Background: an optimization exercise with open tools, aiming at small area, a short achievable clock period and few clock cycles. Do not read the settings as production practice.
At most, simulation tests tie the RTL to the original design; equivalence was not proved.
No functional check of the RTL was part of run 1.
No activity file was given, so power comes from the tool's default toggle rates.

==> flow/design.v (outline; a module is shown in full before it is edited, if it fits) <==
// module fm_fp_lzc: 11 lines
// module fm_fp_pack: 34 lines
// module fm_fp_add: 105 lines
// module fm_fp_mul: 66 lines
// module fm_booth24: 673 lines
// module fm_fp_div: 157 lines
// module fm_fp_cmp: 16 lines
// module fm_fp_wrap: 28 lines
// module fm_sine_rom: 267 lines
// module fm_sine: 38 lines
// module fm_note_rom: 26 lines
// module phase_accumulator_oscillator: 461 lines
module phase_accumulator_oscillator (
    input  wire        clk,
    input  wire        rst,
    input  wire        cmd_valid,
    output wire        cmd_ready,
    input  wire [31:0] cmd_word,
    output reg         rsp_valid,
    input  wire        rsp_ready,
    output reg  [31:0] rsp_word,
    output reg  [31:0] ch_out,
    output reg         ch_valid
);
  // ...
==> flow/run.sh <==
#!/bin/bash
# synth_recipe.tcl (not shown) runs the flow's synth.tcl, then flattens the netlist and writes it again
# the make line also repeats each setting of config.mk as NAME=value (left out here)
make -C /OpenROAD-flow-scripts/flow DESIGN_CONFIG=/design/flow/config.mk WORK_HOME=/design/flow/orfs CLKGATE_MAP_FILE= SYNTH_SCRIPT=/design/flow/synth_recipe.tcl finish
==> flow/config.mk <==
export PLATFORM = sky130hd
export DESIGN_NAME = phase_accumulator_oscillator
export DESIGN_NICKNAME = phase_accumulator_oscillator
export VERILOG_FILES = /design/flow/design.v
export SDC_FILE = /design/flow/constraint.sdc
export NUM_CORES = 8
export LEC_CHECK = 0
export CAP_MARGIN = 35
export CORE_MARGIN = 2
export CORE_UTILIZATION = 60
export SLEW_MARGIN = 35
export SYNTH_MEMORY_MAX_BITS = 65536
==> flow/constraint.sdc <==
create_clock -name core_clock -period 20.0 [get_ports {clk}]
set_input_delay 4.0000 -clock core_clock [delete_from_list [all_inputs] [get_ports {clk}]]
set_output_delay 4.0000 -clock core_clock [all_outputs]
set_load 0.01 [all_outputs]
==> flow_summary.json, run 1 <==
{
  "dr.first_iter.drc_count": 33240,
  "nNetsFinal": 25180,
  "top_register": "e_p1",
  "design_area_um2": 227600,
  "multiInputGateArea_um2": 129300,
  "p_seq_share_pct": 45.8,
  "n_clock_buffer": 403,
  "worstRegToRegCells": 30,
  "min_path_type": "flop to flop",
  "numCtsBuffers": 306,
  "final_common_cell": "nand2_1",
  "seq-cell-share_pct": 31.27,
  "cts_max_level": 5,
  "path_buf_inv": 6,
  "ys_seq_area_share_pct": 33.73,
  "slowest_delay_ps": 850,
  "area_growth_pct": 7.957,
  "worst_slew_pin_slew_ps": 1149,
  "cp_data_required_time_ps": 20810,
  "synth-seq-cells": 2739,
  "insertion_delay_ps": 1040,
  "p_int_uw": 9750,
  "pg_seq_uw": 6070,
  "syn_area_um2": 210800,
  "status": "finished clean",
  "overflow": 0,
  "pwr-share-clk_pct": 44.7,
  "top_layer": "met5",
  "routed_wl_mm": 877.2,
  "synthSimpleGateAreaFrac_pct": 15.96,
  "finalWorstSetupSlack_ps": 11150,
  "synth_area_per_cell_um2": 8.597,
  "power_uw": 13240,
  "multi_input_area_share_pct": 56.83,
  "synth_fa_ha_area_share_pct": 10.80,
  "synthXorXnorAreaFrac_pct": 3.066,
  "synth_area_leaders": "edfxtp_1 (23%), dfxtp_1 (11%), mux2i_1 (6.1%)",
  "taps": 4599,
  "vias": 202600,
  "yosysTopAreaCell": "edfxtp_1"
}
==> module fm_fp_mul, before the edit <==
module fm_fp_mul (
    input  wire        clk,
    input  wire [31:0] a,
    input  wire [31:0] b,
    output reg  [31:0] y
);
    wire a_nan  = (a[30:23] == 8'hFF) && (a[22:0] != 0);
    wire b_nan  = (b[30:23] == 8'hFF) && (b[22:0] != 0);
    wire a_inf  = (a[30:23] == 8'hFF) && (a[22:0] == 0);
    wire b_inf  = (b[30:23] == 8'hFF) && (b[22:0] == 0);
    wire a_zero = (a[30:0] == 0);
    wire b_zero = (b[30:0] == 0);
    wire sign   = a[31] ^ b[31];
    wire [23:0] ma = {a[30:23] != 0, a[22:0]};
    wire [23:0] mb = {b[30:23] != 0, b[22:0]};
    wire [4:0]  lza, lzb;
    fm_fp_lzc u_lza (.x({ma, 3'd0}), .n(lza));
    fm_fp_lzc u_lzb (.x({mb, 3'd0}), .n(lzb));
    wire [47:0] ps, pcy;
    fm_booth24 u_booth (.x(ma), .y(mb), .ps(ps), .pc(pcy));
    reg  [47:0] s1_lo, s1_hi;
    reg  [9:0]  s1_e;         
    reg  [5:0]  s1_lz;
    reg         s1_sign;
    reg  [1:0]  s1_spec;      
    always @(posedge clk) begin
        s1_lo   <= ps;
        s1_hi   <= pcy;
        s1_e    <= {2'd0, (a[30:23] == 0) ? 8'd1 : a[30:23]} +
                   {2'd0, (b[30:23] == 0) ? 8'd1 : b[30:23]};
        s1_lz   <= {1'b0, lza} + {1'b0, lzb};
        s1_sign <= sign;
        s1_spec <= (a_nan || b_nan || (a_inf && b_zero) || (b_inf && a_zero)) ? 2'd1 :
                   (a_inf || b_inf) ? 2'd2 :
                   (a_zero || b_zero) ? 2'd3 : 2'd0;
    end
    wire [47:0] p  = s1_lo + s1_hi;
    wire [47:0] pn = p << s1_lz;           
    reg  [26:0] s2_m;
    reg  [11:0] s2_e;
    reg         s2_sign;
    reg  [1:0]  s2_spec;
    wire [11:0] e_hi = {2'd0, s1_e} - 12'd126 - {6'd0, s1_lz};
    wire [11:0] e_lo = {2'd0, s1_e} - 12'd127 - {6'd0, s1_lz};
    always @(posedge clk) begin
        if (pn[47]) begin
            s2_m <= {pn[47:22], |pn[21:0]};
            s2_e <= e_hi;
        end else begin
            s2_m <= {pn[46:21], |pn[20:0]};
            s2_e <= e_lo;
        end
        s2_sign <= s1_sign;
        s2_spec <= s1_spec;
    end
    wire [31:0] packed_y;
    fm_fp_pack u_pack (.sign(s2_sign), .exp(s2_e), .m(s2_m), .y(packed_y));
    always @(posedge clk) begin
        case (s2_spec)
            2'd1:    y <= 32'h7FC00000;
            2'd2:    y <= {s2_sign, 8'hFF, 23'd0};
            2'd3:    y <= {s2_sign, 31'd0};
            default: y <= packed_y;
        endcase
    end
endmodule
==> module fm_fp_div, before the edit <==
module fm_fp_div (
    input  wire        clk,
    input  wire        rst,
    input  wire        start,
    input  wire [31:0] a,
    input  wire [31:0] b,
    output reg  [31:0] y
);
    wire a_nan  = (a[30:23] == 8'hFF) && (a[22:0] != 0);
    wire b_nan  = (b[30:23] == 8'hFF) && (b[22:0] != 0);
    wire a_inf  = (a[30:23] == 8'hFF) && (a[22:0] == 0);
    wire b_inf  = (b[30:23] == 8'hFF) && (b[22:0] == 0);
    wire a_zero = (a[30:0] == 0);
    wire b_zero = (b[30:0] == 0);
    wire sign   = a[31] ^ b[31];
    wire [4:0] lza, lzb;
    fm_fp_lzc u_lza (.x({a[30:23] != 0, a[22:0], 3'd0}), .n(lza));
    fm_fp_lzc u_lzb (.x({b[30:23] != 0, b[22:0], 3'd0}), .n(lzb));
    wire [1:0]  spec = (a_nan || b_nan || (a_inf && b_inf) || (a_zero && b_zero)) ? 2'd1 :
                       (a_inf || b_zero) ? 2'd2 :
                       (a_zero || b_inf) ? 2'd3 : 2'd0;
    reg  [23:0] n_ma, n_mb;
    reg  [11:0] n_e;
    reg         n_s;
    reg  [1:0]  n_spec;
    always @(posedge clk) begin
        if (start) begin
            n_ma   <= {a[30:23] != 0, a[22:0]} << lza;
            n_mb   <= {b[30:23] != 0, b[22:0]} << lzb;
            n_e    <= (((a[30:23] == 0) ? 12'd1 : {4'd0, a[30:23]}) - {7'd0, lza}) -
                      (((b[30:23] == 0) ? 12'd1 : {4'd0, b[30:23]}) - {7'd0, lzb});
            n_s    <= sign;
            n_spec <= spec;
        end
    end
    reg         go2;
    wire        a_lt = (n_ma < n_mb);
    reg  [24:0] u_x;
    reg  [23:0] u_d;
    reg  [11:0] u_e;
    reg         u_s;
    reg  [1:0]  u_spec;
    always @(posedge clk) begin
        if (go2) begin
            u_x    <= a_lt ? {n_ma, 1'b0} : {1'b0, n_ma};
            u_d    <= n_mb;
            u_e    <= n_e + (a_lt ? 12'd126 : 12'd127);
            u_s    <= n_s;
            u_spec <= n_spec;
        end
    end
    reg         busy, first;
    reg  [2:0]  cnt;
    reg  [27:0] ws, wc;
    reg  [3:0]  v;
    reg  [24:0] q, qm;
    reg  [23:0] dvs;
    reg  [11:0] e_q;
    reg         s_q;
    reg  [1:0]  spec_q;
    wire [27:0] ws_f = {2'd0, u_x, 1'b1};
    wire [27:0] wc_f = ~{3'd0, u_d, 1'b0};
    wire [3:0]  v_f  = ws_f[26:23] + wc_f[26:23];
    wire [27:0] ws_i = first ? ws_f : ws;
    wire [27:0] wc_i = first ? wc_f : wc;
    wire [3:0]  v_i  = first ? v_f : v;
    wire [24:0] q_i  = first ? 25'd1 : q;
    wire [24:0] qm_i = first ? 25'd0 : qm;
    wire [23:0] d_i  = first ? u_d : dvs;
    wire [27:0] d28  = {3'd0, d_i, 1'b0};
    wire [27:0] nd28 = ~d28;
    reg  [27:0] s_n, c_n, s2, c2, sP, cP, sZ, cZ, sM, cM;
    reg  [3:0]  v_n, vP, vZ, vM;
    reg  [24:0] q_n, qm_n;
    integer k;
    always @(*) begin
        s_n = ws_i; c_n = wc_i; v_n = v_i; q_n = q_i; qm_n = qm_i;
        for (k = 0; k < 3; k = k + 1) begin
            s2 = {s_n[26:0], 1'b0};
            c2 = {c_n[26:0], 1'b0};
            sP = s2 ^ {c2[27:1], 1'b1} ^ nd28;
            cP = {((s2 & {c2[27:1], 1'b1}) | (s2 & nd28) | ({c2[27:1], 1'b1} & nd28)), 1'b0};
            sZ = s2 ^ c2;
            cZ = {(s2 & c2), 1'b0};
            sM = s2 ^ c2 ^ d28;
            cM = {((s2 & c2) | (s2 & d28) | (c2 & d28)), 1'b0};
            vP = sP[26:23] + cP[26:23];
            vZ = sZ[26:23] + cZ[26:23];
            vM = sM[26:23] + cM[26:23];
            if (!v_n[3]) begin                         
                s_n = sP; c_n = cP; v_n = vP;
                qm_n = {q_n[23:0], 1'b0};  q_n = {q_n[23:0], 1'b1};
            end else if (v_n == 4'hF) begin            
                s_n = sZ; c_n = cZ; v_n = vZ;
                q_n = {q_n[23:0], 1'b0};   qm_n = {qm_n[23:0], 1'b1};
            end else begin                             
                s_n = sM; c_n = cM; v_n = vM;
                q_n = {qm_n[23:0], 1'b1};  qm_n = {qm_n[23:0], 1'b0};
            end
        end
    end
    reg  [24:0] f_q;
    reg         f_st, f_s, f_go;
    reg  [11:0] f_e;
    reg  [1:0]  f_spec;
    wire [27:0] dd28  = {3'd0, dvs, 1'b0};
    wire [27:0] w_fin = ws + wc;
    wire [27:0] w_cor = ws + wc + dd28;          
    wire [31:0] packed_y;
    fm_fp_pack u_pack (.sign(f_s), .exp(f_e), .m({f_q, f_st, 1'b0}), .y(packed_y));
    always @(posedge clk) begin
        if (rst) begin
            busy  <= 1'b0;
            go2   <= 1'b0;
            first <= 1'b0;
            cnt   <= 3'd0;
            f_go  <= 1'b0;
        end else begin
            go2   <= start;
            first <= go2;
            f_go  <= busy && (cnt == 3'd0);
            if (first) begin
                busy <= 1'b1;
                cnt  <= 3'd7;
            end else if (busy) begin
                if (cnt != 3'd0) cnt <= cnt - 3'd1;
                else busy <= 1'b0;
            end
        end
    end
    always @(posedge clk) begin
        if (first || (busy && cnt != 3'd0)) begin
            ws <= s_n; wc <= c_n; v <= v_n; q <= q_n; qm <= qm_n;
        end
        if (first) begin
            dvs    <= u_d;
            e_q    <= u_e;
            s_q    <= u_s;
            spec_q <= u_spec;
        end
        if (busy && cnt == 3'd0) begin
            f_q    <= w_fin[27] ? qm : q;
            f_st   <= w_fin[27] ? (w_cor != 28'd0) : (w_fin != 28'd0);
            f_e    <= e_q;
            f_s    <= s_q;
            f_spec <= spec_q;
        end
        if (f_go) begin
            case (f_spec)
                2'd1:    y <= 32'h7FC00000;
                2'd2:    y <= {f_s, 8'hFF, 23'd0};
                2'd3:    y <= {f_s, 31'd0};
                default: y <= packed_y;
            endcase
        end
    end
endmodule
==> module phase_accumulator_oscillator, before the edit <==
module phase_accumulator_oscillator (
    input  wire        clk,
    input  wire        rst,
    input  wire        cmd_valid,
    output wire        cmd_ready,
    input  wire [31:0] cmd_word,
    output reg         rsp_valid,
    input  wire        rsp_ready,
    output reg  [31:0] rsp_word,
    output reg  [31:0] ch_out,
    output reg         ch_valid
);
    localparam [2:0] STG_ATTACK  = 3'd0;
    localparam [2:0] STG_DECAY   = 3'd1;
    localparam [2:0] STG_SUSTAIN = 3'd2;
    localparam [2:0] STG_RELEASE = 3'd3;
    localparam [2:0] STG_IDLE    = 3'd4;
    localparam [1:0] RC_OK      = 2'd0;
    localparam [1:0] RC_ILLEGAL = 2'd1;
    localparam [1:0] RC_BADRATE = 2'd2;
    localparam [1:0] RC_NORATE  = 2'd3;
    localparam [31:0] F_ZERO = 32'h00000000;
    localparam [31:0] F_ONE  = 32'h3F800000;
    localparam [31:0] T_MIN  = 32'h35800000;    
    localparam integer O_D1   = 0;     
    localparam integer O_F3   = 0;     
    localparam integer O_D2   = 3;     
    localparam integer O_MPHW = 3;     
    localparam integer O_E3   = 2;     
    localparam integer O_MODS = 4;     
    localparam integer O_LVLW = 5;     
    localparam integer O_C1   = 6;     
    localparam integer O_DIV  = 9;     
    localparam integer O_LVLC = 13;    
    localparam integer O_C3   = 21;    
    localparam integer O_O1A  = 21;    
    localparam integer O_O1B  = 22;    
    localparam integer O_O1H  = 24;    
    localparam integer O_CPHW = 24;    
    localparam integer O_ACC  = 25;    
    localparam integer O_CARS = 25;    
    localparam integer O_ACCH = 28;    
    localparam integer O_G    = 31;    
    localparam integer O_END  = 34;    
    localparam integer NQ     = 5;     
    reg         q0_v, q1_v;
    reg  [31:0] q0_w, q1_w;
    reg         cmd_ready_r;
    assign cmd_ready = cmd_ready_r;
    reg  [3:0]  wcnt;                  
    reg  [3:0]  h_opc;
    reg         h_rsv0, h_low0;
    reg  [7:0]  h_note;
    reg  [31:0] w1, w2, w3, w4, w5, w6, w7;
    wire        bank_full = wcnt[3];
    wire        h_render  = (h_opc == 4'd5) && h_rsv0 && h_low0;
    reg  [31:0] cph1, cph2, mph1, mph2, lvl1, lvl2, nfreq1, nfreq2;
    reg  [2:0]  stg1, stg2;
    reg         nv1, nv2;
    reg  [6:0]  note1, note2;
    reg  [31:0] sr;
    reg         srv, nf;
    reg  [31:0] fm1, fm2, minc1, minc2, dlt_a, dlt_d, dlt_r;
    reg         fmv1, fmv2, dva, dvd, dvr;
    reg  [31:0] mod1, mod2, car1, car2, lvlc1, lvlc2, o1h, acch;
    reg  [31:0] sus;                   
    reg  [31:0] pm_a, pm_b;            
    reg  [O_END:0] s;                  
    reg  [O_G:0]   rr;                 
    reg         f0_a1, f0_a2;          
    reg         f1_a1, f1_a2;          
    reg         f2_a1, f2_a2;          
    reg         f3_a1, f3_a2;          
    reg  [2:0]  spc;                   
    reg  [31:0] e_p1   [0:NQ-1];       
    reg  [1:0]  e_code [0:NQ-1];
    reg         e_isr  [0:NQ-1];
    reg         e_nf   [0:NQ-1];
    reg         e_srv  [0:NQ-1];
    reg  [2:0]  ap, cp, hp;            
    reg  [2:0]  qcnt;                  
    reg  [2:0]  ifl;                   
    reg  [2:0]  rcnt;                  
    reg         cdel;                  
    reg         phase;                 
    reg         prep;
    reg  [4:0]  pc;
    reg         prep_fm, pn1, pn2;
    reg  [1:0]  px1, px2;              
    function [2:0] inc5(input [2:0] x);
        inc5 = (x == 3'd4) ? 3'd0 : x + 3'd1;
    endfunction
    wire [3:0] opc = h_opc;
    wire illegal = (opc == 4'd0) || (opc > 4'd5) || !h_rsv0 ||
                   (((opc == 4'd1) || (opc == 4'd2) || (opc == 4'd5)) && !h_low0);
    wire is_reset = !illegal && (opc == 4'd1);
    wire is_rate  = !illegal && (opc == 4'd2);
    wire is_non   = !illegal && (opc == 4'd3);
    wire is_noff  = !illegal && (opc == 4'd4);
    wire is_rnd   = !illegal && (opc == 4'd5);
    wire render_ok = is_rnd && srv;
    wire [6:0] nnum = h_note[6:0];
    wire act1 = (stg1 != STG_IDLE);
    wire act2 = (stg2 != STG_IDLE);
    wire env1 = (stg1 == STG_ATTACK) || (stg1 == STG_DECAY) || (stg1 == STG_RELEASE);
    wire env2 = (stg2 == STG_ATTACK) || (stg2 == STG_DECAY) || (stg2 == STG_RELEASE);
    wire [1:0] x1 = (stg1 == STG_ATTACK) ? 2'd0 : (stg1 == STG_DECAY) ? 2'd1 : 2'd2;
    wire [1:0] x2 = (stg2 == STG_ATTACK) ? 2'd0 : (stg2 == STG_DECAY) ? 2'd1 : 2'd2;
    wire dv1 = (x1 == 2'd0) ? dva : (x1 == 2'd1) ? dvd : dvr;
    wire dv2 = (x2 == 2'd0) ? dva : (x2 == 2'd1) ? dvd : dvr;
    wire nd1 = act1 && env1 && !dv1;
    wire nd2 = act2 && env2 && !dv2;
    wire nfm = (act1 && !fmv1) || (act2 && !fmv2);
    wire needprep = nfm || nd1 || nd2;
    wire drained  = (ifl == 3'd0);
    wire credit   = (qcnt < NQ);
    wire slot_ok  = bank_full && (spc == 3'd0) && credit && !prep;
    wire clash    = rr[8] | rr[9] | (|rr[22:16]) | rr[26] | rr[27] | rr[29] | rr[30];
    wire issue    = slot_ok &&
                    ((is_reset || is_rate) ? drained :
                     render_ok ? (!needprep && !clash) : 1'b1);
    wire prep_clash = (|rr[13:0]) | (|rr[22:19]) | rr[29] | rr[30];
    wire prep_go  = slot_ok && render_ok && needprep && !prep_clash;
    wire match1 = nv1 && (note1 == nnum);
    wire match2 = nv2 && (note2 == nnum);
    wire free1  = (stg1 == STG_IDLE);
    wire free2  = (stg2 == STG_IDLE);
    wire sel2   = !(free1 || match1) && (free2 || match2);
    wire [31:0] note_freq;
    fm_note_rom u_note_rom (.addr(nnum), .data(note_freq));
    wire rate_ok = !w1[31] && (w1[30:0] != 31'd0) &&
                   !((w1[30:23] == 8'hFF) && (w1[22:0] != 23'd0));
    wire pop = q0_v && (!bank_full || issue);
    wire [3:0] widx = bank_full ? 4'd0 : wcnt;      
    wire [31:0] key = (widx == 4'd2) ? w2 : (widx == 4'd4) ? w4 :
                      (widx == 4'd5) ? w5 : w7;
    wire key_ne = (q0_w != key);
    always @(posedge clk) begin
        if (rst) begin
            q0_v <= 1'b0;
            q1_v <= 1'b0;
            cmd_ready_r <= 1'b1;
        end else begin : qblk
            reg n0_v, n1_v;
            reg [31:0] n0_w, n1_w;
            n0_v = q0_v; n0_w = q0_w; n1_v = q1_v; n1_w = q1_w;
            if (pop) begin
                n0_v = q1_v; n0_w = q1_w; n1_v = 1'b0;
            end
            if (cmd_valid && cmd_ready_r) begin
                if (!n0_v) begin n0_v = 1'b1; n0_w = cmd_word; end
                else begin n1_v = 1'b1; n1_w = cmd_word; end
            end
            q0_v <= n0_v; q0_w <= n0_w; q1_v <= n1_v; q1_w <= n1_w;
            cmd_ready_r <= !n1_v;
        end
    end
    reg  [31:0] mul_a, mul_b, ade_a, ade_b, adp_a, adp_b, d1_a, d1_b, d2_a, d2_b, sin_p;
    reg         d1_go, d2_go;
    wire [31:0] mul_y, ade_y, adp_y, d1_y, d2_y, sin_y, wrap_y;
    fm_fp_mul u_mul (.clk(clk), .a(mul_a), .b(mul_b), .y(mul_y));
    fm_fp_add #(.LAT(3)) u_ade (.clk(clk), .a(ade_a), .b(ade_b), .y(ade_y));
    fm_fp_add #(.LAT(3)) u_adp (.clk(clk), .a(adp_a), .b(adp_b), .y(adp_y));
    fm_fp_div u_div1 (.clk(clk), .rst(rst), .start(d1_go), .a(d1_a), .b(d1_b), .y(d1_y));
    fm_fp_div u_div2 (.clk(clk), .rst(rst), .start(d2_go), .a(d2_a), .b(d2_b), .y(d2_y));
    fm_sine   u_sine (.clk(clk), .p(sin_p), .y(sin_y));
    fm_fp_wrap u_wrap (.p(adp_y), .y(wrap_y));
    wire r_d1a = rr[O_D1];
    wire r_d1b = rr[O_D1+1];
    wire r_f3a = rr[O_F3];
    wire r_f3b = rr[O_F3+1];
    wire r_e3a = rr[O_E3];
    wire r_e3b = rr[O_E3+1];
    wire r_d2a = rr[O_D2];
    wire r_d2b = rr[O_D2+1];
    wire r_mwa = rr[O_MPHW] && f0_a1;
    wire r_mwb = rr[O_MPHW+1] && f0_a2;
    wire r_msa = rr[O_MODS];
    wire r_msb = rr[O_MODS+1];
    wire r_lwa = rr[O_LVLW] && f0_a1;
    wire r_lwb = rr[O_LVLW+1] && f0_a2;
    wire r_c1a = rr[O_C1];
    wire r_c1b = rr[O_C1+1];
    wire r_dva = rr[O_DIV];
    wire r_dvb = rr[O_DIV+1];
    wire r_lca = rr[O_LVLC];
    wire r_lcb = rr[O_LVLC+1];
    wire r_o1a = rr[O_O1A];
    wire r_o1b = rr[O_O1B];
    wire r_o1h = rr[O_O1H];
    wire r_c3a = rr[O_C3];
    wire r_c3b = rr[O_C3+1];
    wire r_acc = rr[O_ACC];
    wire r_cwa = rr[O_CPHW] && f3_a1;
    wire r_cwb = rr[O_CPHW+1] && f3_a2;
    wire r_csa = rr[O_CARS];
    wire r_csb = rr[O_CARS+1];
    wire r_ach = rr[O_ACCH];
    wire r_g = rr[O_G];
    wire [31:0] t0 = (x1 == 2'd0) ? w4 : (x1 == 2'd1) ? w5 : w7;
    wire t0_gt = !t0[31] && (t0[30:0] > T_MIN[30:0]) && !((t0[30:23] == 8'hFF) && (t0[22:0] != 23'd0));
    wire [31:0] t1 = (px1 == 2'd0) ? w4 : (px1 == 2'd1) ? w5 : w7;
    wire [31:0] t2 = (px2 == 2'd0) ? w4 : (px2 == 2'd1) ? w5 : w7;
    wire t1_gt = !t1[31] && (t1[30:0] > T_MIN[30:0]) && !((t1[30:23] == 8'hFF) && (t1[22:0] != 23'd0));
    wire t2_gt = !t2[31] && (t2[30:0] > T_MIN[30:0]) && !((t2[30:23] == 8'hFF) && (t2[22:0] != 23'd0));
    wire p_m0 = prep && (pc == 5'd0);
    wire p_m1 = prep && (pc == 5'd1);
    wire p_m8 = prep && (pc == 5'd8);
    wire p_m9 = prep && (pc == 5'd9);
    wire p_3  = prep && (pc == 5'd3);
    wire p_4  = prep && (pc == 5'd4);
    wire p_11 = prep && (pc == 5'd11);
    wire p_12 = prep && (pc == 5'd12);
    wire p_15 = prep && (pc == 5'd15);
    wire p_16 = prep && (pc == 5'd16);
    wire p_23 = prep && (pc == 5'd23);
    wire p_24 = prep && (pc == 5'd24);
    wire [31:0] dlt1 = (stg1 == STG_ATTACK) ? dlt_a : (stg1 == STG_DECAY) ? {~dlt_d[31], dlt_d[30:0]} :
                       {~dlt_r[31], dlt_r[30:0]};
    wire [31:0] dlt2 = (stg2 == STG_ATTACK) ? dlt_a : (stg2 == STG_DECAY) ? {~dlt_d[31], dlt_d[30:0]} :
                       {~dlt_r[31], dlt_r[30:0]};
    wire [2:0]  gidx = cp;
    always @(*) begin
        mul_a = mod1; mul_b = w3;
        if (r_d1b)       begin mul_a = mod2;  mul_b = w3; end
        else if (r_d2a)  begin mul_a = mul_y; mul_b = nfreq1; end
        else if (r_d2b)  begin mul_a = mul_y; mul_b = nfreq2; end
        else if (r_o1a)  begin mul_a = car1;  mul_b = lvlc1; end
        else if (r_o1b)  begin mul_a = car2;  mul_b = lvlc2; end
        else if (r_g)    begin mul_a = acch;  mul_b = e_p1[gidx]; end
        else if (p_m0 || p_m1 || p_m8 || p_m9) begin mul_a = pm_a; mul_b = pm_b; end
        ade_a = lvl1; ade_b = dlt1;
        if (r_e3b)       begin ade_a = lvl2; ade_b = dlt2; end
        else if (r_c1a)  begin ade_a = fm1;  ade_b = mul_y; end
        else if (r_c1b)  begin ade_a = fm2;  ade_b = mul_y; end
        else if (r_acc)  begin ade_a = o1h;  ade_b = f3_a2 ? mul_y : F_ZERO; end
        adp_a = mph1; adp_b = minc1;
        if (r_f3b)       begin adp_a = mph2; adp_b = minc2; end
        else if (r_c3a)  begin adp_a = cph1; adp_b = d1_y; end
        else if (r_c3b)  begin adp_a = cph2; adp_b = d2_y; end
        d1_go = r_dva || p_3 || p_11;
        d2_go = r_dvb || p_4 || p_12;
        d1_a = ade_y; d1_b = sr;
        d2_a = ade_y; d2_b = sr;
        if (p_3)  begin d1_a = mul_y; d1_b = sr; end
        if (p_11) begin d1_a = F_ONE; d1_b = mul_y; end
        if (p_4)  begin d2_a = mul_y; d2_b = sr; end
        if (p_12) begin d2_a = F_ONE; d2_b = mul_y; end
        sin_p = mph1;
        if (r_msb)       sin_p = mph2;
        else if (r_csa)  sin_p = cph1;
        else if (r_csb)  sin_p = cph2;
    end
    wire        l_nan    = (ade_y[30:23] == 8'hFF) && (ade_y[22:0] != 23'd0);
    wire        l_ge_one = !ade_y[31] && (ade_y[30:0] >= F_ONE[30:0]) && !l_nan;
    wire        l_le_zero = !l_nan && (ade_y[31] || (ade_y[30:0] == 31'd0));
    wire        ls_lt, ls_eq, ls_un;
    fm_fp_cmp u_cmp_ls (.a(ade_y), .b(sus), .lt(ls_lt), .eq(ls_eq), .unord(ls_un));
    wire        l_le_sus = !ls_un && (ls_lt || ls_eq);
    function [34:0] env_next(input [2:0] st, input [31:0] l, input ge1, input lesus,
                             input lez, input [31:0] sus);
        case (st)
            STG_ATTACK:  env_next = ge1   ? {STG_DECAY,   F_ONE}  : {STG_ATTACK,  l};
            STG_DECAY:   env_next = lesus ? {STG_SUSTAIN, sus}    : {STG_DECAY,   l};
            STG_SUSTAIN: env_next = {STG_SUSTAIN, sus};
            default:     env_next = lez   ? {STG_IDLE,    F_ZERO} : {STG_RELEASE, l};
        endcase
    endfunction
    wire [34:0] env1_n = env_next(stg1, ade_y, l_ge_one, l_le_sus, l_le_zero, sus);
    wire [34:0] env2_n = env_next(stg2, ade_y, l_ge_one, l_le_sus, l_le_zero, sus);
    wire        s_finite = (mul_y[30:23] != 8'hFF);
    integer i;
    always @(posedge clk) begin
        if (rst) begin
            wcnt  <= 4'd0;
            cph1 <= F_ZERO; cph2 <= F_ZERO; mph1 <= F_ZERO; mph2 <= F_ZERO;
            lvl1 <= F_ZERO; lvl2 <= F_ZERO; nfreq1 <= F_ZERO; nfreq2 <= F_ZERO;
            stg1 <= STG_IDLE; stg2 <= STG_IDLE;
            nv1 <= 1'b0; nv2 <= 1'b0; note1 <= 7'd0; note2 <= 7'd0;
            sr <= F_ZERO; srv <= 1'b0; nf <= 1'b0;
            fmv1 <= 1'b0; fmv2 <= 1'b0; dva <= 1'b0; dvd <= 1'b0; dvr <= 1'b0;
            mod1 <= F_ZERO; mod2 <= F_ZERO; car1 <= F_ZERO; car2 <= F_ZERO;
            s <= {(O_END+1){1'b0}};
            rr <= {(O_G+1){1'b0}};
            spc <= 3'd0;
            ap <= 3'd0; cp <= 3'd0; hp <= 3'd0; qcnt <= 3'd0; phase <= 1'b0;
            ifl <= 3'd0; rcnt <= 3'd0; cdel <= 1'b0;
            rsp_valid <= 1'b0;
            prep <= 1'b0; pc <= 5'd0;
            ch_out <= F_ZERO; ch_valid <= 1'b0;
        end else begin
            ch_valid <= 1'b0;
            if (pop) begin
                case (widx)
                    4'd0: begin
                        h_opc  <= q0_w[31:28];
                        h_rsv0 <= (q0_w[27:24] == 4'd0);
                        h_low0 <= (q0_w[23:0] == 24'd0);
                        h_note <= q0_w[7:0];
                    end
                    4'd1: w1 <= q0_w;
                    default: ;
                endcase
                if (h_render && widx != 4'd0) begin
                    case (widx)
                        4'd2: begin w2 <= q0_w; if (key_ne) begin fmv1 <= 1'b0; fmv2 <= 1'b0; end end
                        4'd3: w3 <= q0_w;
                        4'd4: begin w4 <= q0_w; if (key_ne) dva <= 1'b0; end
                        4'd5: begin w5 <= q0_w; if (key_ne) dvd <= 1'b0; end
                        4'd6: w6 <= q0_w;
                        4'd7: begin w7 <= q0_w; if (key_ne) dvr <= 1'b0; end
                        default: ;
                    endcase
                end
                wcnt <= widx + 4'd1;
            end else if (issue) begin
                wcnt <= 4'd0;
            end
            s <= {s[O_END-1:0], issue};
            rr <= {rr[O_G-1:0], issue && render_ok};
            if (issue) begin
                f0_a1 <= act1;
                f0_a2 <= act2;
                spc   <= 3'd7;
            end else if (spc != 3'd0) begin
                spc <= spc - 3'd1;
            end
            if (s[7])  begin f1_a1 <= f0_a1; f1_a2 <= f0_a2; end
            if (s[15]) begin f2_a1 <= f1_a1; f2_a2 <= f1_a2; end
            if (s[23]) begin f3_a1 <= f2_a1; f3_a2 <= f2_a2; end
            if (issue) begin
                e_p1[ap]   <= render_ok ? w1 : F_ZERO;
                sus        <= w6;
                e_isr[ap]  <= render_ok;
                e_code[ap] <= illegal ? RC_ILLEGAL :
                              (is_rate && !rate_ok) ? RC_BADRATE :
                              (is_rnd && !srv) ? RC_NORATE : RC_OK;
                ap <= inc5(ap);
                if (is_reset) begin
                    cph1 <= F_ZERO; cph2 <= F_ZERO; mph1 <= F_ZERO; mph2 <= F_ZERO;
                    lvl1 <= F_ZERO; lvl2 <= F_ZERO; nfreq1 <= F_ZERO; nfreq2 <= F_ZERO;
                    stg1 <= STG_IDLE; stg2 <= STG_IDLE;
                    nv1 <= 1'b0; nv2 <= 1'b0; note1 <= 7'd0; note2 <= 7'd0;
                    nf <= 1'b0;
                    mod1 <= F_ZERO; mod2 <= F_ZERO; car1 <= F_ZERO; car2 <= F_ZERO;
                    fmv1 <= 1'b0; fmv2 <= 1'b0;
                end
                if (is_rate && rate_ok) begin
                    sr  <= w1;
                    srv <= 1'b1;
                    fmv1 <= 1'b0; fmv2 <= 1'b0; dva <= 1'b0; dvd <= 1'b0; dvr <= 1'b0;
                end
                if (is_non && !h_note[7]) begin
                    if (sel2) begin
                        nv2 <= 1'b1; note2 <= nnum; nfreq2 <= note_freq; stg2 <= STG_ATTACK;
                        if (note_freq != nfreq2) fmv2 <= 1'b0;
                    end else begin
                        nv1 <= 1'b1; note1 <= nnum; nfreq1 <= note_freq; stg1 <= STG_ATTACK;
                        if (note_freq != nfreq1) fmv1 <= 1'b0;
                    end
                end
                if (is_noff && !h_note[7]) begin
                    if (match1 && !free1) stg1 <= STG_RELEASE;
                    if (match2 && !free2) stg2 <= STG_RELEASE;
                end
            end
            if (prep_go) begin
                pm_a <= nfm ? nfreq1 : (t0_gt ? t0 : T_MIN);
                pm_b <= nfm ? w2 : sr;
            end else if (prep && pc == 5'd0) begin
                pm_a <= nfreq2;
            end else if (prep && pc == 5'd7) begin
                pm_a <= t1_gt ? t1 : T_MIN;
                pm_b <= sr;
            end else if (prep && pc == 5'd8) begin
                pm_a <= t2_gt ? t2 : T_MIN;
            end
            if (prep_go) begin
                prep    <= 1'b1;
                prep_fm <= nfm;
                pc      <= nfm ? 5'd0 : 5'd8;
                pn1     <= act1 && env1;
                pn2     <= act2 && env2;
                px1     <= x1;
                px2     <= x2;
            end else if (prep) begin
                pc <= pc + 5'd1;
                if (pc == 5'd24 || (pc == 5'd16 && !pn1 && !pn2)) prep <= 1'b0;
            end
            if (p_3 && prep_fm)  fm1 <= mul_y;
            if (p_4 && prep_fm)  fm2 <= mul_y;
            if (p_15 && prep_fm) minc1 <= d1_y;
            if (p_16 && prep_fm) begin minc2 <= d2_y; fmv1 <= 1'b1; fmv2 <= 1'b1; end
            if (p_23 && pn1) begin
                case (px1)
                    2'd0: begin dlt_a <= d1_y; dva <= 1'b1; end
                    2'd1: begin dlt_d <= d1_y; dvd <= 1'b1; end
                    default: begin dlt_r <= d1_y; dvr <= 1'b1; end
                endcase
            end
            if (p_24 && pn2) begin
                case (px2)
                    2'd0: begin dlt_a <= d2_y; dva <= 1'b1; end
                    2'd1: begin dlt_d <= d2_y; dvd <= 1'b1; end
                    default: begin dlt_r <= d2_y; dvr <= 1'b1; end
                endcase
            end
            if (r_mwa) mph1 <= wrap_y;
            if (r_mwb) mph2 <= wrap_y;
            if (rr[O_MODS+1]) mod1 <= sin_y;
            if (rr[O_MODS+2]) mod2 <= sin_y;
            if (r_lwa) begin stg1 <= env1_n[34:32]; lvl1 <= env1_n[31:0]; end
            if (r_lwb) begin stg2 <= env2_n[34:32]; lvl2 <= env2_n[31:0]; end
            if (r_lca) lvlc1 <= lvl1;
            if (r_lcb) lvlc2 <= lvl2;
            if (r_o1h) o1h <= !f3_a1 ? F_ZERO :
                              (mul_y == 32'h80000000) ? F_ZERO : mul_y;
            if (r_cwa) cph1 <= wrap_y;
            if (r_cwb) cph2 <= wrap_y;
            if (rr[O_CARS+1]) car1 <= sin_y;
            if (rr[O_CARS+2]) car2 <= sin_y;
            if (r_ach) acch <= ade_y;
            if (s[O_END]) begin
                if (e_isr[cp]) begin
                    if (s_finite) begin
                        e_p1[cp] <= mul_y;
                        ch_out   <= mul_y;
                        e_nf[cp] <= nf;
                    end else begin
                        e_p1[cp] <= F_ZERO;
                        ch_out   <= F_ZERO;
                        nf       <= 1'b1;
                        e_nf[cp] <= 1'b1;
                    end
                    ch_valid <= 1'b1;
                end else begin
                    e_nf[cp] <= nf;
                end
                e_srv[cp] <= srv;
                cp <= inc5(cp);
            end
            begin : rsp
                reg       tk, ph_n;
                reg [2:0] hp_n, rc_n;
                tk   = rsp_valid && rsp_ready;
                ph_n = tk ? !phase : phase;
                hp_n = (tk && phase) ? inc5(hp) : hp;
                rc_n = rcnt + {2'd0, cdel} - {2'd0, tk && phase};
                phase <= ph_n;
                hp    <= hp_n;
                rcnt  <= rc_n;
                rsp_valid <= (rc_n != 3'd0);
                rsp_word  <= ph_n ? e_p1[hp_n] :
                             {26'd0, e_nf[hp_n], e_srv[hp_n], 2'b00, e_code[hp_n]};
                qcnt <= qcnt + {2'd0, issue} - {2'd0, tk && phase};
            end
            cdel <= s[O_END];
            ifl  <= ifl + {2'd0, issue} - {2'd0, s[O_END]};
        end
    end
endmodule
==> run 2, diff against run 1 <==
--- a/flow/design.v
+++ b/flow/design.v
@@ -191,13 +191,11 @@
     reg         s2_sign;
     reg  [1:0]  s2_spec;
-    wire [11:0] e_hi = {2'd0, s1_e} - 12'd126 - {6'd0, s1_lz};
-    wire [11:0] e_lo = {2'd0, s1_e} - 12'd127 - {6'd0, s1_lz};
     always @(posedge clk) begin
         if (pn[47]) begin
             s2_m <= {pn[47:22], |pn[21:0]};
-            s2_e <= e_hi;
+            s2_e <= {2'd0, s1_e} - 12'd126 - {6'd0, s1_lz};
         end else begin
             s2_m <= {pn[46:21], |pn[20:0]};
-            s2_e <= e_lo;
+            s2_e <= {2'd0, s1_e} - 12'd127 - {6'd0, s1_lz};
         end
         s2_sign <= s1_sign;
@@ -906,24 +904,14 @@
     fm_fp_lzc u_lza (.x({a[30:23] != 0, a[22:0], 3'd0}), .n(lza));
     fm_fp_lzc u_lzb (.x({b[30:23] != 0, b[22:0], 3'd0}), .n(lzb));
+    wire [23:0] ma = {a[30:23] != 0, a[22:0]} << lza;
+    wire [23:0] mb = {b[30:23] != 0, b[22:0]} << lzb;
+    wire [11:0] ea = ((a[30:23] == 0) ? 12'd1 : {4'd0, a[30:23]}) - {7'd0, lza};
+    wire [11:0] eb = ((b[30:23] == 0) ? 12'd1 : {4'd0, b[30:23]}) - {7'd0, lzb};
+    wire        a_lt = (ma < mb);
     wire [1:0]  spec = (a_nan || b_nan || (a_inf && b_inf) || (a_zero && b_zero)) ? 2'd1 :
                        (a_inf || b_zero) ? 2'd2 :
                        (a_zero || b_inf) ? 2'd3 : 2'd0;
-    reg  [23:0] n_ma, n_mb;
-    reg  [11:0] n_e;
-    reg         n_s;
-    reg  [1:0]  n_spec;
-    always @(posedge clk) begin
-        if (start) begin
-            n_ma   <= {a[30:23] != 0, a[22:0]} << lza;
-            n_mb   <= {b[30:23] != 0, b[22:0]} << lzb;
-            n_e    <= (((a[30:23] == 0) ? 12'd1 : {4'd0, a[30:23]}) - {7'd0, lza}) -
-                      (((b[30:23] == 0) ? 12'd1 : {4'd0, b[30:23]}) - {7'd0, lzb});
-            n_s    <= sign;
-            n_spec <= spec;
-        end
-    end
-    reg         go2;
-    wire        a_lt = (n_ma < n_mb);
-    reg  [24:0] u_x;
+    wire [24:0] xr = (a_lt ? {ma, 1'b0} : {1'b0, ma}) - {1'b0, mb};
+    reg  [24:0] u_r;
     reg  [23:0] u_d;
     reg  [11:0] u_e;
@@ -931,10 +919,10 @@
     reg  [1:0]  u_spec;
     always @(posedge clk) begin
-        if (go2) begin
-            u_x    <= a_lt ? {n_ma, 1'b0} : {1'b0, n_ma};
-            u_d    <= n_mb;
-            u_e    <= n_e + (a_lt ? 12'd126 : 12'd127);
-            u_s    <= n_s;
-            u_spec <= n_spec;
+        if (start) begin
+            u_r    <= xr;
+            u_d    <= mb;
+            u_e    <= ea - eb + (a_lt ? 12'd126 : 12'd127);
+            u_s    <= sign;
+            u_spec <= spec;
         end
     end
@@ -948,10 +936,7 @@
     reg         s_q;
     reg  [1:0]  spec_q;
-    wire [27:0] ws_f = {2'd0, u_x, 1'b1};
-    wire [27:0] wc_f = ~{3'd0, u_d, 1'b0};
-    wire [3:0]  v_f  = ws_f[26:23] + wc_f[26:23];
-    wire [27:0] ws_i = first ? ws_f : ws;
-    wire [27:0] wc_i = first ? wc_f : wc;
-    wire [3:0]  v_i  = first ? v_f : v;
+    wire [27:0] ws_i = first ? {2'd0, u_r, 1'b0} : ws;
+    wire [27:0] wc_i = first ? 28'd0 : wc;
+    wire [3:0]  v_i  = first ? {1'b0, u_r[24:22]} : v;      
     wire [24:0] q_i  = first ? 25'd1 : q;
     wire [24:0] qm_i = first ? 25'd0 : qm;
@@ -1001,11 +986,9 @@
         if (rst) begin
             busy  <= 1'b0;
-            go2   <= 1'b0;
             first <= 1'b0;
             cnt   <= 3'd0;
             f_go  <= 1'b0;
         end else begin
-            go2   <= start;
-            first <= go2;
+            first <= start;
             f_go  <= busy && (cnt == 3'd0);
             if (first) begin
@@ -1446,22 +1429,22 @@
     localparam integer O_D1   = 0;     
     localparam integer O_F3   = 0;     
+    localparam integer O_E3   = 1;     
     localparam integer O_D2   = 3;     
     localparam integer O_MPHW = 3;     
-    localparam integer O_E3   = 2;     
     localparam integer O_MODS = 4;     
-    localparam integer O_LVLW = 5;     
+    localparam integer O_LVLW = 4;     
     localparam integer O_C1   = 6;     
     localparam integer O_DIV  = 9;     
-    localparam integer O_LVLC = 13;    
-    localparam integer O_C3   = 21;    
-    localparam integer O_O1A  = 21;    
-    localparam integer O_O1B  = 22;    
-    localparam integer O_O1H  = 24;    
-    localparam integer O_CPHW = 24;    
-    localparam integer O_ACC  = 25;    
-    localparam integer O_CARS = 25;    
-    localparam integer O_ACCH = 28;    
-    localparam integer O_G    = 31;    
-    localparam integer O_END  = 34;    
+    localparam integer O_LVLC = 12;    
+    localparam integer O_O1A  = 18;    
+    localparam integer O_C3   = 20;    
+    localparam integer O_O1B  = 21;    
+    localparam integer O_O1H  = 21;    
+    localparam integer O_CPHW = 23;    
+    localparam integer O_ACC  = 24;    
+    localparam integer O_CARS = 24;    
+    localparam integer O_ACCH = 27;    
+    localparam integer O_G    = 30;    
+    localparam integer O_END  = 33;    
     localparam integer NQ     = 5;     
     reg         q0_v, q1_v;
@@ -1485,6 +1468,4 @@
     reg         fmv1, fmv2, dva, dvd, dvr;
     reg  [31:0] mod1, mod2, car1, car2, lvlc1, lvlc2, o1h, acch;
-    reg  [31:0] sus;                   
-    reg  [31:0] pm_a, pm_b;            
     reg  [O_END:0] s;                  
     reg  [O_G:0]   rr;                 
@@ -1537,9 +1518,10 @@
     wire credit   = (qcnt < NQ);
     wire slot_ok  = bank_full && (spc == 3'd0) && credit && !prep;
-    wire clash    = rr[8] | rr[9] | (|rr[22:16]) | rr[26] | rr[27] | rr[29] | rr[30];
+    wire clash    = rr[8] | rr[11] | rr[13] | rr[14] | (|rr[22:16]) |
+                    rr[25] | rr[26] | rr[28] | rr[29];
     wire issue    = slot_ok &&
                     ((is_reset || is_rate) ? drained :
                      render_ok ? (!needprep && !clash) : 1'b1);
-    wire prep_clash = (|rr[13:0]) | (|rr[22:19]) | rr[29] | rr[30];
+    wire prep_clash = (|rr[12:0]) | rr[16] | rr[17] | (|rr[21:19]) | rr[28] | rr[29];
     wire prep_go  = slot_ok && render_ok && needprep && !prep_clash;
     wire match1 = nv1 && (note1 == nnum);
@@ -1613,5 +1595,5 @@
     wire r_c3b = rr[O_C3+1];
     wire r_acc = rr[O_ACC];
-    wire r_cwa = rr[O_CPHW] && f3_a1;
+    wire r_cwa = rr[O_CPHW] && f2_a1;
     wire r_cwb = rr[O_CPHW+1] && f3_a2;
     wire r_csa = rr[O_CARS];
@@ -1619,6 +1601,4 @@
     wire r_ach = rr[O_ACCH];
     wire r_g = rr[O_G];
-    wire [31:0] t0 = (x1 == 2'd0) ? w4 : (x1 == 2'd1) ? w5 : w7;
-    wire t0_gt = !t0[31] && (t0[30:0] > T_MIN[30:0]) && !((t0[30:23] == 8'hFF) && (t0[22:0] != 23'd0));
     wire [31:0] t1 = (px1 == 2'd0) ? w4 : (px1 == 2'd1) ? w5 : w7;
     wire [31:0] t2 = (px2 == 2'd0) ? w4 : (px2 == 2'd1) ? w5 : w7;
@@ -1633,8 +1613,8 @@
     wire p_11 = prep && (pc == 5'd11);
     wire p_12 = prep && (pc == 5'd12);
+    wire p_14 = prep && (pc == 5'd14);
     wire p_15 = prep && (pc == 5'd15);
-    wire p_16 = prep && (pc == 5'd16);
+    wire p_22 = prep && (pc == 5'd22);
     wire p_23 = prep && (pc == 5'd23);
-    wire p_24 = prep && (pc == 5'd24);
     wire [31:0] dlt1 = (stg1 == STG_ATTACK) ? dlt_a : (stg1 == STG_DECAY) ? {~dlt_d[31], dlt_d[30:0]} :
                        {~dlt_r[31], dlt_r[30:0]};
@@ -1650,5 +1630,8 @@
         else if (r_o1b)  begin mul_a = car2;  mul_b = lvlc2; end
         else if (r_g)    begin mul_a = acch;  mul_b = e_p1[gidx]; end
-        else if (p_m0 || p_m1 || p_m8 || p_m9) begin mul_a = pm_a; mul_b = pm_b; end
+        else if (p_m0)   begin mul_a = nfreq1; mul_b = w2; end
+        else if (p_m1)   begin mul_a = nfreq2; mul_b = w2; end
+        else if (p_m8)   begin mul_a = t1_gt ? t1 : T_MIN; mul_b = sr; end
+        else if (p_m9)   begin mul_a = t2_gt ? t2 : T_MIN; mul_b = sr; end
         ade_a = lvl1; ade_b = dlt1;
         if (r_e3b)       begin ade_a = lvl2; ade_b = dlt2; end
@@ -1677,5 +1660,5 @@
     wire        l_le_zero = !l_nan && (ade_y[31] || (ade_y[30:0] == 31'd0));
     wire        ls_lt, ls_eq, ls_un;
-    fm_fp_cmp u_cmp_ls (.a(ade_y), .b(sus), .lt(ls_lt), .eq(ls_eq), .unord(ls_un));
+    fm_fp_cmp u_cmp_ls (.a(ade_y), .b(w6), .lt(ls_lt), .eq(ls_eq), .unord(ls_un));
     wire        l_le_sus = !ls_un && (ls_lt || ls_eq);
     function [34:0] env_next(input [2:0] st, input [31:0] l, input ge1, input lesus,
@@ -1688,6 +1671,6 @@
         endcase
     endfunction
-    wire [34:0] env1_n = env_next(stg1, ade_y, l_ge_one, l_le_sus, l_le_zero, sus);
-    wire [34:0] env2_n = env_next(stg2, ade_y, l_ge_one, l_le_sus, l_le_zero, sus);
+    wire [34:0] env1_n = env_next(stg1, ade_y, l_ge_one, l_le_sus, l_le_zero, w6);
+    wire [34:0] env2_n = env_next(stg2, ade_y, l_ge_one, l_le_sus, l_le_zero, w6);
     wire        s_finite = (mul_y[30:23] != 8'hFF);
     integer i;
@@ -1752,5 +1735,4 @@
             if (issue) begin
                 e_p1[ap]   <= render_ok ? w1 : F_ZERO;
-                sus        <= w6;
                 e_isr[ap]  <= render_ok;
                 e_code[ap] <= illegal ? RC_ILLEGAL :
@@ -1787,15 +1769,4 @@
             end
             if (prep_go) begin
-                pm_a <= nfm ? nfreq1 : (t0_gt ? t0 : T_MIN);
-                pm_b <= nfm ? w2 : sr;
-            end else if (prep && pc == 5'd0) begin
-                pm_a <= nfreq2;
-            end else if (prep && pc == 5'd7) begin
-                pm_a <= t1_gt ? t1 : T_MIN;
-                pm_b <= sr;
-            end else if (prep && pc == 5'd8) begin
-                pm_a <= t2_gt ? t2 : T_MIN;
-            end
-            if (prep_go) begin
                 prep    <= 1'b1;
                 prep_fm <= nfm;
@@ -1807,11 +1778,11 @@
             end else if (prep) begin
                 pc <= pc + 5'd1;
-                if (pc == 5'd24 || (pc == 5'd16 && !pn1 && !pn2)) prep <= 1'b0;
+                if (pc == 5'd23 || (pc == 5'd15 && !pn1 && !pn2)) prep <= 1'b0;
             end
             if (p_3 && prep_fm)  fm1 <= mul_y;
             if (p_4 && prep_fm)  fm2 <= mul_y;
-            if (p_15 && prep_fm) minc1 <= d1_y;
-            if (p_16 && prep_fm) begin minc2 <= d2_y; fmv1 <= 1'b1; fmv2 <= 1'b1; end
-            if (p_23 && pn1) begin
+            if (p_14 && prep_fm) minc1 <= d1_y;
+            if (p_15 && prep_fm) begin minc2 <= d2_y; fmv1 <= 1'b1; fmv2 <= 1'b1; end
+            if (p_22 && pn1) begin
                 case (px1)
                     2'd0: begin dlt_a <= d1_y; dva <= 1'b1; end
@@ -1820,5 +1791,5 @@
                 endcase
             end
-            if (p_24 && pn2) begin
+            if (p_23 && pn2) begin
                 case (px2)
                     2'd0: begin dlt_a <= d2_y; dva <= 1'b1; end
@@ -1835,5 +1806,5 @@
             if (r_lca) lvlc1 <= lvl1;
             if (r_lcb) lvlc2 <= lvl2;
-            if (r_o1h) o1h <= !f3_a1 ? F_ZERO :
+            if (r_o1h) o1h <= !f2_a1 ? F_ZERO :
                               (mul_y == 32'h80000000) ? F_ZERO : mul_y;
             if (r_cwa) cph1 <= wrap_y;
--- a/flow/config.mk
+++ b/flow/config.mk
@@ -8,5 +8,5 @@
 export CAP_MARGIN = 35
 export CORE_MARGIN = 2
-export CORE_UTILIZATION = 60
+export CORE_UTILIZATION = 40
 export SLEW_MARGIN = 35
 export SYNTH_MEMORY_MAX_BITS = 65536
==> run 2 against run 1 <==
Still clean on timing, DRC and antenna. Non-clock buffer count shrank 25. Area after synthesis shrank 4.2%. Fmax shrank 29%. Final area shrank 2.9%. Total power shrank 1.8%.
==> flow_summary.json, run 2 <==
{
  "status": "finished clean",
  "hold_buffers": 0,
  "synth_area_leaders": "edfxtp_1 (21%), dfxtp_1 (11%), ha_1 (5.8%)",
  "yosys.cell_count.top_type": "nand2_1",
  "slowest_delay_ps": 1010,
  "overflow": 0,
  "r2r_end": "u_div1.u_r[24]",
  "cts_max_level": 5,
  "top_register": "e_p1",
  "synth-seq-cells": 2512,
  "finalHoldViolations": 0,
  "reg2reg_slack_ps": 7530,
  "synth_edf_count": 1403,
  "viasPerCell": 6.347,
  "cts_root_buffer": "clkbuf_16",
  "wl_met3_mm": 95.98,
  "drc": 0,
  "worst_path_max_delay_cell": "or4_2",
  "powerDensity_nw_per_um2": 58.89,
  "cp_top_family": "compound AO/OA/AOI/OAI gates",
  "routed_wl_mm": 853.4,
  "min_path_type": "flop to flop",
  "n_fill_cell": 49030,
  "place.port_buffers": 102,
  "yosys_most_used_dff": "edfxtp_1",
  "r2r_start": "prep",
  "ys_seq_area_share_pct": 31.86,
  "postCtsSetupBuffers": 0,
  "max-cap-violations": 0,
  "rsz0062_at_grt": "false",
  "holdCritStartpoint": "u_adp.s1_sx",
  "gp_congestion": 1.066,
  "area_growth_pct": 9.388,
  "core_area_um2": 502000,
  "dr.first_iter.drc_count": 26410,
  "mostFrequentLayoutCells": "nand2_1 (2549), nor2_1 (2115), a21oi_1 (2111)",
  "dp_hpwl_mm": 615.4,
  "crit_top_cell": "o21ai_0",
  "synth_area_per_cell_um2": 8.431,
  "min_path_cells": 0,
  "numCtsBuffers": 303,
  "yosysTopAreaCell": "edfxtp_1",
  "drv_slew": 0,
  "finalSetupViolations": 0,
  "vias": 191000,
  "nNetsFinal": 24680,
  "yosysWarnings": 10,
  "clkSlewWorstSetupHoldPaths_ps": 60,
  "grt_usage_pct": 32.06,
  "cts_buffer_depth": 4,
  "seq_area_um2": 64410,
  "die_x_um": 714.5,
  "crit_arrival_ps": 13170,
  "async_reset_ff_share_pct": 0,
  "die_h_um": 714.5,
  "ys_types": 122,
  "min_to": "u_adp.g3.r_sx",
  "syn_area_um2": 201900,
  "netlist_instances": 23950,
  "syn-num-nets": 25500,
  "final_common_cell": "nand2_1",
  "power_uw": 13010,
  "insertion_delay_ps": 1020,
  "antenna_found_initial": 65,
  "met2_length_mm": 359.8,
  "grt_pass1_vias": 176700,
  "tns_ps": 0,
  "cts.sinks": 2512,
  "max_freq_ghz": 0.08017,
  "top_level_ports": 103,
  "ir_drop_mv": 0.06644,
  "multiInputGateArea_um2": 127500,
  "p_leak_uw": 0.08407,
  "largest_register_ffs": 160,
  "worst_slew_pin_slew_ps": 1145,
  "worstRegToRegCells": 48,
  "timing.final.crit_share_pct": 62.36,
  "period_needed_ps": 12470,
  "start_kind": "flop",
  "ctsResizeCount": 0,
  "top_regs": "e_p1 x160, u_mul.s1_lo x48, u_mul.s1_hi x47",
  "wl_per_cell_um": 28.36,
  "drt-pass1-iter-count": 11,
  "path_class": "flop to flop",
  "cp-end-kind": "flop",
  "path_buf_inv": 3,
  "yosysTopAreaCellShare_pct": 20.86,
  "num_rows": 260,
  "ant_nets": 0,
  "grt_max_degree": 134,
  "layout-drive-gt1-share_pct": 8.383,
  "ys_top_cells_by_count": "nand2_1 (2564), nor2_1 (2142), a21oi_1 (2126), o21ai_0 (1864), clkbuf_1 (1487)",
  "worst-path-max-fanout": 66,
  "cts_tree": "built",
  "grt_pass1_wl_mm": 1235,
  "max-slew-margin-rel_pct": 23.02,
  "met1_length_mm": 346.7,
  "fin_worst_skew_ps": 115.0,
  "start_util_pct": 40.23,
  "dieArea_um2": 510600,
  "cp_data_required_time_ps": 20700,
  "top_layer": "met5"
}
==> run 2: cell types whose count changed after synthesis, sizes merged, moves of 66 or more <==
cell    delta
a21oi     +87
edfxtp   -223
nor3      +66
nand2    -172
mux2i    -151
nor2     -113
a221o     -69
==> run 2: cell type report <==
cell class,instances,share of cell area [%]
clock inverter,158,0.7732
antenna,31,0.03512
multi-input combinational,18370,57.71
inverter,1237,2.106
tap,6681,3.784
timing repair buffer,703,2.608
clock buffer,401,3.823
sequential,2512,29.16
==> run 2: cell families after synthesis <==
family | share of synthesized area [%]
buffers and inverters | 5.775
xor gates and xnor gates | 3.247
adders and majority gates | 11.54
DFF | 31.86
muxes | 9.050
and+or+nand+nor | 16.51
AOI/OAI and AO/OA | 22.02
==> run 2: worst max path at each step <==
stage / start / end / slack [ps] / cells after the start
after floorplan: rst / fm2[0] / 7810 / 6
after global placement: prep / u_div1.u_r[24] / 7290 / 48
after detailed placement: prep / u_div1.u_r[24] / 7800 / 48
after CTS: prep / u_div1.u_r[24] / 7710 / 48
after global routing: prep / u_div1.u_r[24] / 6630 / 48
final: prep / u_div1.u_r[24] / 7530 / 48
==> run 2: through the flow <==
step | cell area, um2 | utilization, % | hold WS (ps) | std cells | setup slack, ps
finish | 220900 | 44.01 | 327.1 | 30090 | 7527
global route | 220800 | 43.99 | 332.1 | 30070 | 6628
CTS | 220600 | 43.94 | 326.4 | 30060 | 7713
detailed placement | 210400 | 41.92 | 312.8 | 29500 | 7797
global placement | 210100 | 41.85 | 315.5 | 29490 | 7290
floorplan | 201900 | - | 309.6 | 23950 | 7809
==> run 2: per-layer routing <==
layer | track usage, % | up-vias
li1 | - | 85300
met5 | 0 | -
met1 | 43.05 | 92450
met3 | 8.657 | 2272
met4 | 15.35 | 62
met2 | 47.70 | 10910
==> run 2: report_power, final <==
part / switching [uW] / internal (uW)
combinational: 1040 / 600
clock: 2450 / 3290
sequential: 116 / 5510
Testbench counts of run 2, summed over its fixed seeds: cycles 53,684.

## port drivers added, routing unchanged
Ports are ideal in the flow. The routed layouts listed here were re-timed in OpenROAD.
Step 1, drivers: a clkbuf_16 drives clk and a buf_2 each remaining input, both assumed.
Step 2 times the ports against the registers' clock, not the clock port: input delays grow and output delays shrink by t, the midpoint of the rising clock arrivals with the driver on.
Three values: ideal, step 1, step 2; two values: the first two.
| run | shift t [ns] | slack for setup (ns) | clock arrival spread, ns |
|---|---|---|---|
| run 1 | 1.106 | 11.152 / 11.152 / 11.152 | 0.143 / 0.142 |
| run 2 | 1.099 | 7.527 / 7.527 / 7.527 | 0.123 / 0.123 |
After both steps every run listed still meets setup and hold.
